Background: an optimization exercise with open tools, aiming at small area, a short achievable clock period and few clock cycles. Do not read the settings as production practice.
At most, simulation tests tie the RTL to the original design; equivalence was not proved.

==> flow/design.v (excerpt) <==
module dani_deframer (
    input  wire         clk,
    input  wire         rst,            
    input  wire         cfg_proto,      
    input  wire [3:0]   cfg_ctrl_hi,    
    input  wire [7:0]   cfg_sq_code,    
    input  wire [27:0]  cfg_rsplen,     
    input  wire         in_valid,
    input  wire [7:0]   in_data,
    output wire         in_ready,
    output reg          out_valid,
    input  wire         out_ready,
    output reg  [4:0]   out_len,        
    output wire [143:0] out_frame,      
    output reg  [15:0]  out_drops       
);
Size: roughly 1700 cells after synthesis, roughly 200 flip-flops, about 0.017 sq mm of cells after synthesis.
Settings: LEC_CHECK=0, CAP_MARGIN=20, CELL_PAD_IN_SITES_DETAIL_PLACEMENT=2, CELL_PAD_IN_SITES_GLOBAL_PLACEMENT=2, CORE_MARGIN=2, CORE_UTILIZATION=30, PLACE_DENSITY=0.5, SLEW_MARGIN=20; clock period 28.0 ns.
run.sh (not shown) runs the stock make flow with config.mk's settings and CLKGATE_MAP_FILE= SYNTH_SCRIPT=/design/flow/synth_recipe.tcl, a recipe that flattens the netlist after the stock synthesis.
The starting point completed with no timing, DRC or antenna violations.
==> next run, changes <==
ABC_CLOCK_PERIOD_IN_PS = 4000   (was default)
Effect:
- The new run produced a clean layout
- synthesized cell count is unchanged
- die area is unchanged
- count of clock-buffer cells in the layout stays the same
- via count does not change
- wire length is unchanged
- clock skew stays the same
- area after synthesis does not change
- cell area is unchanged
No functional check of the RTL was part of any run of this note.

========
dani_deframer, a different RTL version from the one above (not shown whole).
For scale: about 1700 cells after synthesis, about 220 I/O pins.
clock: 28.0 ns
lec_check: 0
cap_margin: 20
cell_pad_in_sites_detail_placement: 2
cell_pad_in_sites_global_placement: 2
core_margin: 2
core_utilization: 38
place_density: 0.55
slew_margin: 50
standard.sh (not shown) runs the stock make flow with config.mk's settings and CLKGATE_MAP_FILE= SYNTH_SCRIPT=/design/flow/synth_recipe.tcl, a recipe that flattens the netlist after the stock synthesis.
==> flow/flow/run.sh <==
#!/bin/bash
# Standard layout, except that the port buffers are the small
# sky130_fd_sc_hd__buf_1 instead of the cell buffer_ports picks by itself.
set -euo pipefail
export BUFFER_PORTS_ARGS="-buffer_cell sky130_fd_sc_hd__buf_1"
bash standard.sh > standard.log 2>&1
The starting point completed with no timing, DRC or antenna violations.
Testbench counts at the start, summed over its fixed seeds: cycles 32,298.
Then changed:
CORE_UTILIZATION = 30   (was 38)
CTS_CLUSTER_DIAMETER = 120   (was unset)
CTS_CLUSTER_SIZE = 26   (was unset)
PLACE_DENSITY = 0.5   (was 0.55)
=> Wire length goes up by 3.8%; sequential share of layout area grows by 0.46 points; worst setup slack is better by 91 ps; final cell count climbs by 4.8%.
Then changed:
CELL_PAD_IN_SITES_DETAIL_PLACEMENT = 1   (was 2)
CELL_PAD_IN_SITES_GLOBAL_PLACEMENT = 1   (was 2)
CTS_CLUSTER_DIAMETER = unset   (was 120)
CTS_CLUSTER_SIZE = unset   (was 26)
After rerunning: Die area is unchanged; flip-flop and latch count is unchanged; synthesized cell count does not change; first-iteration DRC count is higher by 14%; core utilization increases by 0.99 points; hold slack loses 20 ps.

========
Another version of the RTL of dani_deframer (not shown whole).
For scale: ~260 flip-flops, about 17000 um2 of cells after synthesis.
clock: 28.0 ns
lec_check: 0
cap_margin: 20
cell_pad_in_sites_detail_placement: 2
cell_pad_in_sites_global_placement: 2
core_margin: 2
core_utilization: 30
cts_cluster_diameter: 120
cts_cluster_size: 26
place_density: 0.5
slew_margin: 50
Scripts as last shown in full above: flow/flow/run.sh
The first run ran to the end with no violations.
Edit:
--- a/flow/config.mk
+++ b/flow/config.mk
@@ -12,4 +12,4 @@
 export CORE_UTILIZATION = 30
-export CTS_CLUSTER_DIAMETER = 120
-export CTS_CLUSTER_SIZE = 26
+export CTS_CLUSTER_DIAMETER = 100
+export CTS_CLUSTER_SIZE = 22
 export PLACE_DENSITY = 0.5
Result: The new run completed with no timing, DRC or antenna violations. Clock skew rose by 0.0051 ns. Clock-buffer cell count goes up by 4. Final cell count rose by 0.30%. Setup slack gains 0.018 ns.
Function was not checked in any run of this note: the RTL went through the layout flow alone.

========
Another version of the RTL of dani_deframer (not shown whole).
For scale: roughly 1900 cells after synthesis, ~250 flip-flops, about 0.016 mm2 of cells after synthesis.
## dani_deframer
module dani_deframer (
    input  wire         clk,
    input  wire         rst,            
    input  wire         cfg_proto,      
    input  wire [3:0]   cfg_ctrl_hi,    
    input  wire [7:0]   cfg_sq_code,    
    input  wire [27:0]  cfg_rsplen,     
    input  wire         in_valid,
    input  wire [7:0]   in_data,
    output wire         in_ready,
    output reg          out_valid,
    input  wire         out_ready,
    output wire [4:0]   out_len,        
    output wire [143:0] out_frame,      
    output wire [15:0]  out_drops       
);
    localparam BUFN = 18;
    reg              proto_q;
    reg [3:0]        ctrl_q;
    reg [7:0]        sq_q;
    reg [27:0]       rsplen_q;
    reg [8*BUFN-1:0] bufn_q;    
    wire [8*BUFN-1:0] buf_q = ~bufn_q;
    reg [4:0]        cnt_q;     
    reg              in_rdy_q;  
    reg [15:0]       drops_q;   
    reg              drop_q;    
    reg [4:0]        skip_q;    
    reg              sof0_q;    
    reg [BUFN-1:4]   omn_q;     
    reg              hd_drop;   
    reg              hd_cand;   
    reg [3:0]        hd_v;      
    reg [BUFN-1:4]   hd_ltn;    
    wire [BUFN-1:4]  hd_lt = ~hd_ltn;
    integer i;
    function [BUFN+1:0] hdr_dec;    
        input [7:0] x0, x1, x2;
        input [1:0] p;
        reg         start, hdr, plaus;
        reg  [3:0]  n;
        reg  [BUFN-1:4] lt;
        integer     k;
        begin
            if (!proto_q) begin
                start = (x0 == 8'hAA);
                hdr   = (p >= 2'd2);
                plaus = (x1[7:4] == ctrl_q) && (x1[3:0] != 4'd0) && (x1[3:0] <= 4'd9);
                n     = x1[3:0];
            end else begin
                start = (x0[7:1] == 7'b1111101);
                hdr   = (p == 2'd3);
                plaus = 1'b1;
                n     = 4'd0;
                if (!x0[0]) begin
                    case (x2)
                        8'hF6: n = 4'd3;
                        8'hF3: n = 4'd1;
                        8'h83: n = 4'd2;
  ...
==> flow/config.mk <==
export PLATFORM = sky130hd
export DESIGN_NAME = dani_deframer
export DESIGN_NICKNAME = dani_deframer
export VERILOG_FILES = /design/flow/design.v
export SDC_FILE = /design/flow/constraint.sdc
export NUM_CORES = 4
export LEC_CHECK = 0
export CAP_MARGIN = 20
export CELL_PAD_IN_SITES_DETAIL_PLACEMENT = 2
export CELL_PAD_IN_SITES_GLOBAL_PLACEMENT = 2
export CORE_MARGIN = 2
export CORE_UTILIZATION = 30
export PLACE_DENSITY = 0.5
export SLEW_MARGIN = 20
==> flow/constraint.sdc <==
create_clock -name core_clock -period 28.0 [get_ports {clk}]
set_input_delay 5.6000 -clock core_clock [delete_from_list [all_inputs] [get_ports {clk}]]
set_output_delay 5.6000 -clock core_clock [all_outputs]
set_load 0.01 [all_outputs]
Scripts as last shown in full above: flow/flow/run.sh
Edit:
--- a/flow/config.mk
+++ b/flow/config.mk
@@ -6,5 +6,5 @@
 export NUM_CORES = 4
 export LEC_CHECK = 0
-export CAP_MARGIN = 20
+export CAP_MARGIN = 50
 export CELL_PAD_IN_SITES_DETAIL_PLACEMENT = 2
 export CELL_PAD_IN_SITES_GLOBAL_PLACEMENT = 2
@@ -12,3 +12,3 @@
 export CORE_UTILIZATION = 30
 export PLACE_DENSITY = 0.5
-export SLEW_MARGIN = 20
+export SLEW_MARGIN = 70
Outcome: Cell count is higher by 0.64%; clock-buffer cell count rises by 3; flip-flop and latch count stays the same; core utilization climbs by 1.7 points; cell area came out higher by 4.8%; global-route usage increases by 0.28 points.
Function was not checked in any run of this note: the RTL went through the layout flow alone.

## re-timing with driven ports
The results above use ideal ports. As a check the final layouts listed here were re-extracted and re-timed, cells and wires unchanged. Step 1, drivers: a clkbuf_16 drives clk and a buf_2 each remaining input, both assumed. Step 2 adds t to the input delays and takes it off the output delays; t is the mean of the earliest and latest rising clock arrival at the registers after step 1. Input paths then give back, and output paths get back, about the clock's delay inside the block. Slacks: ideal / step 1 / step 2; pairs: ideal / step 1.
run	t, ns	slack for setup (ns)	worst setup path after step 2	latest minus earliest clock arrival (ns)	slew at the worst register clock pin (ns)
the first run of note 1	0.625	18.356 / 18.392 / 17.768	input to register	0.019 / 0.019	0.07 / 0.07
the second run of note 1	0.625	18.356 / 18.392 / 17.768	input to register	0.019 / 0.019	0.07 / 0.07
the first run of note 2	0.613	20.717 / 20.657 / 20.400	input to register	0.018 / 0.019	0.07 / 0.07
the second run of note 2	0.567	20.808 / 20.749 / 20.417	input to register	0.022 / 0.022	0.11 / 0.11
the third run of note 2	0.611	20.809 / 20.748 / 20.448	input to register	0.012 / 0.012	0.07 / 0.07
the first run of note 3	0.586	20.723 / 20.662 / 20.648	input to register	0.034 / 0.034	0.11 / 0.11
the second run of note 3	0.593	20.740 / 20.681 / 20.647	input to register	0.033 / 0.033	0.10 / 0.10
the first run of note 4	0.602	20.125 / 20.160 / 19.558	input to register	0.018 / 0.018	0.06 / 0.06
the second run of note 4	0.613	20.536 / 20.576 / 19.964	input to register	0.017 / 0.017	0.06 / 0.06
After both steps every run listed still meets setup and hold.
